Background: an optimization exercise with open tools, aiming at small area, a short achievable clock period and few clock cycles. Do not read the settings as production practice. Function was checked by simulation only, so behaviour that the tests miss may differ from the original. Power figures rest on the tool's default switching activity, not on a simulated workload.

the baseline:
## lt_core
module lt_core (
    input  wire         clk,
    input  wire         rst,           
    input  wire [31:0]  cal_scale,     
    input  wire [47:0]  cal_offset,    
    input  wire         cmd_valid,
    output wire         cmd_ready,
    input  wire [3:0]   cmd_op,
    input  wire [7:0]   cmd_len,
    input  wire [63:0]  cmd_now,
    input  wire         dat_valid,
    output wire         dat_ready,
    input  wire [7:0]   dat_byte,
    output wire         res_valid,
    input  wire         res_ready,
    output wire [2:0]   res_tag,
    output wire [2:0]   res_kind,
    output wire [7:0]   res_addr,
    output wire [7:0]   res_cmd,
    output wire [7:0]   res_len,
    output wire [7:0]   res_chk,
    output wire [127:0] res_payload,
    output wire [63:0]  res_value,
    output wire [15:0]  res_raw,
    output wire [7:0]   res_status,
    output wire [63:0]  res_seq,
    output wire [63:0]  res_info0,
    output wire [63:0]  res_info1
);
    localparam [7:0] START_MARKER = 8'h02;
    localparam [7:0] CHANNEL_ADDR = 8'h01;
    localparam [7:0] CMD_RAW_REQ  = 8'h01;
    localparam [7:0] CMD_RAW_RESP = 8'h81;
    localparam [7:0] CMD_SOSM3    = 8'h03;
    localparam [7:0] MAX_PAYLOAD  = 8'd16;
    localparam [7:0] SOSM3_LEN    = 8'd3;
    localparam [7:0] FAULT_MASK   = 8'hFB;
    localparam [63:0] REQ_TIMEOUT = 64'd1000;
    localparam [7:0] SMALL_FEED   = 8'd63;     
    localparam [3:0] OP_FEED  = 4'd1;
  ...
For scale: about 4800 cells after synthesis, ~620 I/O pins, about 52000 sq um of cells after synthesis.
clock: 11.0 ns
lec_check: 0
cap_margin: 20
core_margin: 2
core_utilization: 40
slew_margin: 20
standard.sh (not shown) runs the stock make flow with config.mk's settings and CLKGATE_MAP_FILE= SYNTH_SCRIPT=/design/flow/synth_recipe.tcl, a recipe that flattens the netlist after the stock synthesis.
==> flow/flow/run.sh <==
#!/bin/bash
# The standard synthesis and layout (standard.sh), with timing repair
# aimed below the design's clock period, buf_2 port buffers, a denser
# floorplan and larger clock-tree sink clusters.  Each step's full log is
# under orfs/logs; make's output goes to synth.log and layout.log here.
set -euo pipefail
bash standard.sh synth > synth.log 2>&1
bash standard.sh \
    SETUP_SLACK_MARGIN=7.5 \
    CORE_UTILIZATION=65 PLACE_DENSITY=0.75 \
    "BUFFER_PORTS_ARGS=-buffer_cell sky130_fd_sc_hd__buf_2" \
    CTS_CLUSTER_SIZE=26 CTS_CLUSTER_DIAMETER=90 \
    finish > layout.log 2>&1
No stage failed in the baseline, and the final checks on the layout all came back clean.
Testbench counts of the baseline, summed over its fixed seeds: cycles 20,349.
For the candidate, these inputs were changed with respect to the baseline:
-- flow/design.v --
<<< the baseline, line 68
    reg         bq_v;
    reg [7:0]   b_q;
    reg         bq_mk, bq_big, bq_zero, chk_eq;
    reg [4:0]   bpos;                  
    reg         fm_v;                  
>>> the candidate, line 68
    reg         bq_v;
    reg [7:0]   b_q;
    reg [4:0]   bpos;                  
    reg         fm_v;                  
<<< the baseline, line 244
        e_go = bq_v && !((r_valid || pend_v) && fs != F_SEEK) && !dec_wait;
        if (e_go) begin
            if (fs != F_SEEK && bq_mk && !fm_v) begin
                fm_v_n   = 1'b1;
                fm_pos_n = bpos;
>>> the candidate, line 243
        e_go = bq_v && !((r_valid || pend_v) && fs != F_SEEK) && !dec_wait;
        if (e_go) begin
            if (fs != F_SEEK && b_q == START_MARKER && !fm_v) begin
                fm_v_n   = 1'b1;
                fm_pos_n = bpos;
<<< the baseline, line 250
            case (fs)
            F_SEEK: begin
                if (bq_mk) begin
                    fs_n   = F_H1;
                    sum_n  = b_q;
>>> the candidate, line 249
            case (fs)
            F_SEEK: begin
                if (b_q == START_MARKER) begin
                    fs_n   = F_H1;
                    sum_n  = b_q;
<<< the baseline, line 269
            end
            F_H3: begin
                if (bq_big) begin
                    fail    = 1'b1;
                    load_e  = 1'b1;
>>> the candidate, line 268
            end
            F_H3: begin
                if (b_q > MAX_PAYLOAD) begin
                    fail    = 1'b1;
                    load_e  = 1'b1;
<<< the baseline, line 280
                    plast_n = b_q[3:0] - 4'd1;
                    pidx_n  = 4'd0;
                    fs_n    = bq_zero ? F_CHK : F_PAY;
                end
            end
>>> the candidate, line 279
                    plast_n = b_q[3:0] - 4'd1;
                    pidx_n  = 4'd0;
                    fs_n    = (b_q == 8'd0) ? F_CHK : F_PAY;
                end
            end
<<< the baseline, line 293
                t_chk_n = b_q;
                load_e  = 1'b1;
                if (chk_eq) begin
                    fs_n   = F_SEEK;
                    head_n = rp;
>>> the candidate, line 292
                t_chk_n = b_q;
                load_e  = 1'b1;
                if (sum == b_q) begin
                    fs_n   = F_SEEK;
                    head_n = rp;
<<< the baseline, line 320
                    sum_n  = START_MARKER;
                    flush  = 1'b1;
                end else if (bq_mk) begin
                    head_n = bpos;
                    fs_n   = F_H1;
>>> the candidate, line 319
                    sum_n  = START_MARKER;
                    flush  = 1'b1;
                end else if (b_q == START_MARKER) begin
                    head_n = bpos;
                    fs_n   = F_H1;
<<< the baseline, line 424
    wire feedseen_n = cmd_valid && feed_s;
    wire rem_ok   = (rem[7:5] == 3'd0) && (rem2[7:5] == 3'd0) && !x_big;
    wire cmd_ready_n = rem_ok && (
        (!cmd_take && ((x_free_n && (!(cstate_n | x_send) || stop_all_n || nosend_n)) ||
                       feedseen_n)) ||
        (cmd_take && (cmd_op == OP_SEND || cmd_op == OP_POLL || cmd_op == OP_RESET) &&
         !x_keep && stop_all_n && !(pend_v | load_x)));
    wire [7:0] rem_nb = x_go_any ? rem2_base : rem_base;
    wire rem_nz = x_big_go ? (len_q != 8'd0) : dat_take ? (rem_nb != 8'd1) : (rem_nb != 8'd0);
>>> the candidate, line 423
    wire feedseen_n = cmd_valid && feed_s;
    wire rem_ok   = (rem[7:5] == 3'd0) && (rem2[7:5] == 3'd0) && !x_big;
    wire cmd_ready_n = !cmd_take && rem_ok && (
        (x_free_n && (!(cstate_n | x_send) || stop_all_n || nosend_n)) ||
        feedseen_n);
    wire [7:0] rem_nb = x_go_any ? rem2_base : rem_base;
    wire rem_nz = x_big_go ? (len_q != 8'd0) : dat_take ? (rem_nb != 8'd1) : (rem_nb != 8'd0);
<<< the baseline, line 456
            {dl_t, dl_c, dl_lo} <= {cmd_now[63:10], {1'b0, cmd_now[9:0]} + REQ_TIMEOUT[10:0]};
        b_q       <= bq_n;
        bq_mk     <= bq_n == START_MARKER;
        bq_big    <= bq_n > MAX_PAYLOAD;
        bq_zero   <= bq_n == 8'd0;
        chk_eq    <= bq_n == sum_n;
        bc_age <= bc_age_n;
        if (e_go && fs == F_PAY && pidx == 4'd0)
>>> the candidate, line 453
            {dl_t, dl_c, dl_lo} <= {cmd_now[63:10], {1'b0, cmd_now[9:0]} + REQ_TIMEOUT[10:0]};
        b_q       <= bq_n;
        bc_age <= bc_age_n;
        if (e_go && fs == F_PAY && pidx == 4'd0)
## What came out
The candidate | status: complete | timing, DRC, antenna: pass
Against the baseline, post-layout instance area in the candidate came out better.
Cmp the candidate vs the baseline: total half-perimeter wirelength after legalization and detailed placement lower in the candidate
Going from the baseline to the candidate, the global-route usage was found to have gone down by 0.90 points.
Going from the baseline to the candidate, sequential power neither gained nor lost much; routed wire length fell 4.6%; power moved down.
Testbench counts of the candidate, summed over its fixed seeds: cycles 20,519.

Another version of the RTL of lt_core (not shown whole).
For scale: ~4,700 cells after synthesis, ~890 flip-flops, roughly 0.052 mm2 of cells after synthesis.
Settings: LEC_CHECK=0, CAP_MARGIN=20, CORE_MARGIN=2, CORE_UTILIZATION=40, SLEW_MARGIN=20; clock period 11.0 ns.
Scripts as last shown in full above: flow/flow/run.sh
The first run finished with timing, DRC and antenna clean.
Testbench counts at the start, summed over its fixed seeds: cycles 20,519.
Then changed:
--- a/flow/design.v
+++ b/flow/design.v
@@ -149,32 +149,33 @@
         input [5:0] v;             
         wrap = (v >= 6'd24) ? v[4:0] - 5'd24 : v[4:0];
     endfunction
     function [4:0] inc;
         input [4:0] v;
         inc = (v == 5'd23) ? 5'd0 : v + 5'd1;
     endfunction
     wire [5:0] fill_d   = {1'b0, wp} - {1'b0, head};
     wire [4:0] fill     = fill_d[5] ? fill_d[4:0] + 5'd24 : fill_d[4:0];
     wire [7:0] rd_byte  = mem[rp];
     wire [8:0] ov_total   = {4'd0, fill} + {1'b0, len_q};
     wire [7:0] ov_back    = 8'd128 - len_q;
-    wire       ov_inwin   = ov_dropped <= {3'd0, fill};
-    wire [7:0] ov_skip    = ov_dropped - {3'd0, fill};
-    wire [4:0] ov_head    = wrap({1'b0, wp} + 6'd24 - {1'b0, ov_back[4:0]});
-    reg        ov, x_big_arm;
-    reg  [7:0] ov_dropped;
+    reg        ov, ov_inwin, x_big_arm;
+    reg  [7:0] ov_dropped, ov_skip;
+    reg  [4:0] ov_head;
     always @(posedge clk) begin
         ov         <= ov_total > 9'd128;
         ov_dropped <= ov_total[7:0] - 8'd128;
+        ov_inwin   <= ov_total[7:0] - 8'd128 <= {3'd0, fill};
+        ov_skip    <= ov_total[7:0] - 8'd128 - {3'd0, fill};
+        ov_head    <= wrap({1'b0, wp} + 6'd24 - {1'b0, ov_back[4:0]});
         x_big_arm  <= x_big && fr_idle && !rst;
     end
     wire fr_idle  = (rem == 8'd0) && !x_small && !bq_v && (rp == wp);
     wire main_free = !r_valid || res_ready;
     wire fr_stop;
     wire x_big_go   = x_big && x_big_arm && fr_idle && !r_valid && !pend_v;
     wire x_send_go  = x_send && fr_stop && !pend_v;
     wire x_poll_go  = x_poll && fr_stop && !pend_v;
     wire x_reset_go = x_reset && fr_stop;
     wire x_go_any   = x_send_go | x_poll_go | x_reset_go;
     wire x_keep     = (x_send && !x_send_go) | (x_poll && !x_poll_go) | (x_reset && !x_reset_go);
     wire feed_s     = (cmd_op == OP_FEED) && (cmd_len[7:6] == 2'b00);
@@ -412,27 +413,29 @@
                      !((fs_n == F_CHK) && (bc_age_n < 2'd2)) &&
                      !(fm_v_n && (fs_n == F_H3 || fs_n == F_CHK));
     wire stop_take   = (rem == 8'd1) && (skip == 8'd0) && !flush && r_free && (rp == wp) && e_sure;
     wire stop_notake = (rem == 8'd0) && (rp_nt == wp) && (!bqv_nt || e_sure);
     wire stop_n    = (dat_take ? stop_take : stop_notake) && !x_small && !x_big && !x_send_go &&
                      !(x_go_any && (rem2 != 8'd0 || x_small2));
     wire stop_all_n = stop_n && (rem2 == 8'd0) && !x_small2;
     wire go_pred_n = x_keep && stop_n && !(pend_v | load_x);
     wire x_free_n  = !x_keep || go_pred_n;
     wire nosend_n = cmd_valid && (cmd_op != OP_SEND);
     wire feedseen_n = cmd_valid && feed_s;
     wire rem_ok   = (rem[7:5] == 3'd0) && (rem2[7:5] == 3'd0) && !x_big;
-    wire cmd_ready_n = !cmd_take && rem_ok && (
-        (x_free_n && (!(cstate_n | x_send) || stop_all_n || nosend_n)) ||
-        feedseen_n);
+    wire cmd_ready_n = rem_ok && (
+        (!cmd_take && ((x_free_n && (!(cstate_n | x_send) || stop_all_n || nosend_n)) ||
+                       feedseen_n)) ||
+        (cmd_take && (cmd_op == OP_SEND || cmd_op == OP_POLL || cmd_op == OP_RESET) &&
+         !x_keep && stop_all_n && !(pend_v | load_x)));
     wire [7:0] rem_nb = x_go_any ? rem2_base : rem_base;
     wire rem_nz = x_big_go ? (len_q != 8'd0) : dat_take ? (rem_nb != 8'd1) : (rem_nb != 8'd0);
     wire room_n   = fill <= 5'd21;
     wire rem2_go  = x_keep && stop_n && !(pend_v | load_x) && !x_go_any;
     wire dat_ready_n = (rem_nz | (cmd_take & feed_s & (!x_keep | rem2_go)) |
                         ((rem2_base != 8'd0) & rem2_go)) & room_n;
     integer g;
     wire bq_load = !flush && (!bq_v || e_go) && ((rp != wp) || (dat_take && skip == 8'd0));
     wire bc_a    = e_go && fs == F_PAY && pidx == 4'd0 && bq_load;
     wire bc_b    = e_go && fs == F_PAY && pidx == 4'd1 && !bc_early;
     wire [15:0] braw    = bc_a ? {b_q, bq_n} : {t_payload[7:0], b_q};
     wire [7:0]  braw_m1 = {braw[13], braw[11], braw[9], braw[7], braw[5], braw[3], braw[1], 1'b0};
Outcome:
- worst setup slack gains 0.0042 ns
- die area shrinks by about 0.8%
- clock power grows by about 3%
- first-iteration DRC count grows by 1.6%
- synthesized area shrinks by about 0.8%
- via count shrinks by about 0.34%
- clock-buffer cell count grows by 2
- design area grows by 1.6%
- sequential power stays flat
Testbench counts after the change, summed over its fixed seeds: cycles 20,349.

[separate check: timing with driven ports]
Ports are ideal in the flow. The routed layouts listed here were re-timed in OpenROAD.
Step 1: set_driving_cell puts a clkbuf_16 on clk and a buf_2 on each other input, an assumption about the parent block.
Step 2, shift: input delay + t, output delay - t, t = (earliest + latest rising clock arrival at the registers) / 2. This alone moves slack from input paths to output paths.
Three values: no drivers, after step 1, after step 2; two values: the first two.
| run | t (ns) | setup slack, ns | worst hold slack (ns) | worst setup path at the end | slew at the worst register clock pin (ns) |
|---|---|---|---|---|---|
| the baseline | 0.709 | 7.358 / 7.358 / 6.811 | 0.449 / 0.449 / 0.449 | input to register | 0.11 / 0.11 |
| the candidate | 0.712 | 7.408 / 7.335 / 6.949 | 0.449 / 0.449 / 0.449 | input to register | 0.11 / 0.11 |
| the first run of note 2 | 0.714 | 7.180 / 7.180 / 6.620 | 0.449 / 0.449 / 0.449 | input to register | 0.12 / 0.12 |
| the second run of note 2 | 0.708 | 7.184 / 7.184 / 6.517 | 0.442 / 0.442 / 0.442 | input to register | 0.11 / 0.11 |
After both steps every run listed still meets setup and hold. For the second run of note 2, which loses most, drivers alone change the setup slack by 0.000 ns; drivers and shift together by -0.667 ns.
